What follows belongs to an exercise in optimizing a design on an open flow for small area, a short achievable clock period and few clock cycles per item; a production flow would make more cautious choices.
Only simulation tests tie the RTL to the original design; equivalence was not proved.
Power and IR drop assume default switching activity.

Setup of lane 1:
// mnet_rxv
module mnet_rxv (
    input  wire        clk,
    input  wire        rst,
    input  wire        key_wr,
    input  wire [2:0]  key_len,
    input  wire [47:0] key_data,
    input  wire        line_rx_valid,
    output wire        line_rx_ready,
    input  wire [7:0]  line_rx_data,
    input  wire        rx_obf,
    output wire        resp_valid,
    input  wire        resp_ready,
    output wire [7:0]  resp_data,
    output wire        resp_last
);
For scale: roughly 4300 cells after synthesis, ~76 I/O pins.
Settings: LEC_CHECK=0, ABC_CLOCK_PERIOD_IN_PS=2200, CAP_MARGIN=20, CORE_MARGIN=2, CORE_UTILIZATION=65, CTS_CLUSTER_DIAMETER=90, CTS_CLUSTER_SIZE=26, SETUP_SLACK_MARGIN=2.8, SLEW_MARGIN=20; clock period 5.0 ns.
run.sh (not shown) runs the stock make flow with config.mk's settings and CLKGATE_MAP_FILE= SYNTH_SCRIPT=/design/flow/synth_recipe.tcl, a recipe that flattens the netlist after the stock synthesis.
Lane 1 has completed all stages; timing, DRC and antenna checks passed.
Testbench counts of lane 1, summed over its fixed seeds: cycles 16,131, items 192.
Relative to lane 1, the following input files were edited for lane 2:
--- a/flow/design.v
+++ b/flow/design.v
@@ -92,22 +92,21 @@
     endfunction
     function [4:0] dec17(input [4:0] x);
         dec17 = (x == 5'd0) ? 5'd16 : x - 5'd1;
     endfunction
     reg [7:0]  wb [0:NB-1];
     reg [4:0]  np;                
     reg [3:0]  wbk;
     reg [NB-1:0] woh;             
     reg [4:0]  dd;
     reg [4:0]  wd, cd;            
-    reg        we;                
-    reg        npnz, np1;         
+    wire       we  = (dd == 5'd0) && (np != 5'd0);
     wire [7:0] rout [0:NB-1];     
     reg  [NB-1:0] roh;            
     reg  [7:0] wbd, rring;
     integer b;
     always @(*) begin
         wbd   = 8'h00;
         rring = 8'h00;
         for (b = 0; b < NB; b = b + 1) begin
             wbd   = wbd   | (wb[b]   & {8{woh[b]}});
             rring = rring | (rout[b] & {8{roh[b]}});
@@ -157,21 +156,21 @@
     wire esc_start = in_body && !esc && i_ff;
     wire lone_esc  = in_body && esc && !i_ff;
     wire body_byte = in_body && body_ok;
     wire store     = p_st && body_ok;
     wire start     = p_hunt && i_01;
     wire fr_end    = p_term || lone_esc;
     wire good_end  = p_term && i_04 && crc0;
     wire bad_end   = fr_end && !good_end;
     reg  wb_free;         
     wire can = !((store || start) && !(wb_free && room)) && !(fr_end && sq_full)
-               && !(bad_end && npnz);
+               && !(bad_end && (np != 5'd0));
     assign consume = i_v && can;
     wire [7:0] pay_x = (obf && p_pay) ? (i_d ^ kx) : i_d;
     wire       wr    = consume && store;
     wire [1:0] st_code = good_end ? Q_OK : (p_term && i_04) ? Q_CRC : Q_BAD;
     always @(posedge clk) begin
         if (rst) begin
             p_hunt <= 1'b1;
             p_hdr  <= 1'b0;
             p_pay  <= 1'b0;
             p_crc1 <= 1'b0;
@@ -262,36 +261,30 @@
         if (rst)      wb_free <= 1'b1;
         else if (inc) wb_free <= (np_k < 5'd15);
         else          wb_free <= (np_k < 5'd16);
     end
     always @(posedge clk) begin
         if (rst) begin
             wc   <= 9'd0;
             cm   <= 9'd0;
             ph   <= 5'd0;
             np   <= 5'd0;
-            npnz <= 1'b0;
-            np1  <= 1'b0;
-            we   <= 1'b0;
             wbk  <= 4'd0;
             woh  <= {{(NB-1){1'b0}}, 1'b1};
             dd   <= 5'd0;
             wd   <= 5'd0;
             cd   <= 5'd0;
             room <= 1'b0;
         end else begin
             ph   <= inc17(ph);
             room <= ((wc - rc) < 9'd270);
             np   <= np_k + {4'd0, inc};
-            npnz <= inc ? 1'b1 : (np_k != 5'd0);
-            np1  <= inc ? (np_k == 5'd0) : (np_k == 5'd1);
-            we   <= we ? (inc || !np1) : ((dd == 5'd1) && (inc || npnz));
             if (we) begin
                 wbk <= wbk + 4'd1;
                 woh <= {woh[NB-2:0], woh[NB-1]};
             end
             else    dd  <= dec17(dd);
             cd <= dec17(cd);
             if (inc) begin
                 wb[wc[3:0]] <= pay_x;
                 wc <= wc + 9'd1;
             end else begin
Critical path depth for lane 2: 3 up relative to lane 1
Clock skew on lane 2 is up relative to lane 1.
Looking at net switching power figure, lane 2 sits above lane 1.
Lane 2 vs lane 1, number of setup buffers added after CTS went up by 40%.
In lane 2, the complex-gate fraction of the synthesized area came out 0.30 points below the value in lane 1.
[compare] base=lane 1 new=lane 2: combinational fraction of design power moved up, multi-input gate area in the final layout moved up.
Testbench counts of lane 2, summed over its fixed seeds: cycles 16,131, items 192.

==> port drivers added, routing unchanged <==
The results above use ideal ports. As a check the final layouts listed here were re-extracted and re-timed, cells and wires unchanged. Step 1 sets driving cells, clkbuf_16 on the clock port and buf_2 on the other inputs (assumed; they add their load-dependent delay and slew). Step 2, shift: input delay + t, output delay - t, t = (earliest + latest rising clock arrival at the registers) / 2. This alone moves slack from input paths to output paths. Three values: no drivers, after step 1, after step 2; two values: the first two.
| run | shift t [ns] | setup slack, ns | worst slew at a driven data input, ns |
|---|---|---|---|
| lane 1 | 0.790 | 2.619 / 2.619 / 2.131 | 0.05 |
| lane 2 | 0.788 | 2.365 / 2.365 / 2.073 | 0.05 |
After both steps every run listed still meets setup and hold. The setup slack of lane 1, which loses most, moves by 0.000 ns with the drivers and by -0.488 ns with both steps.
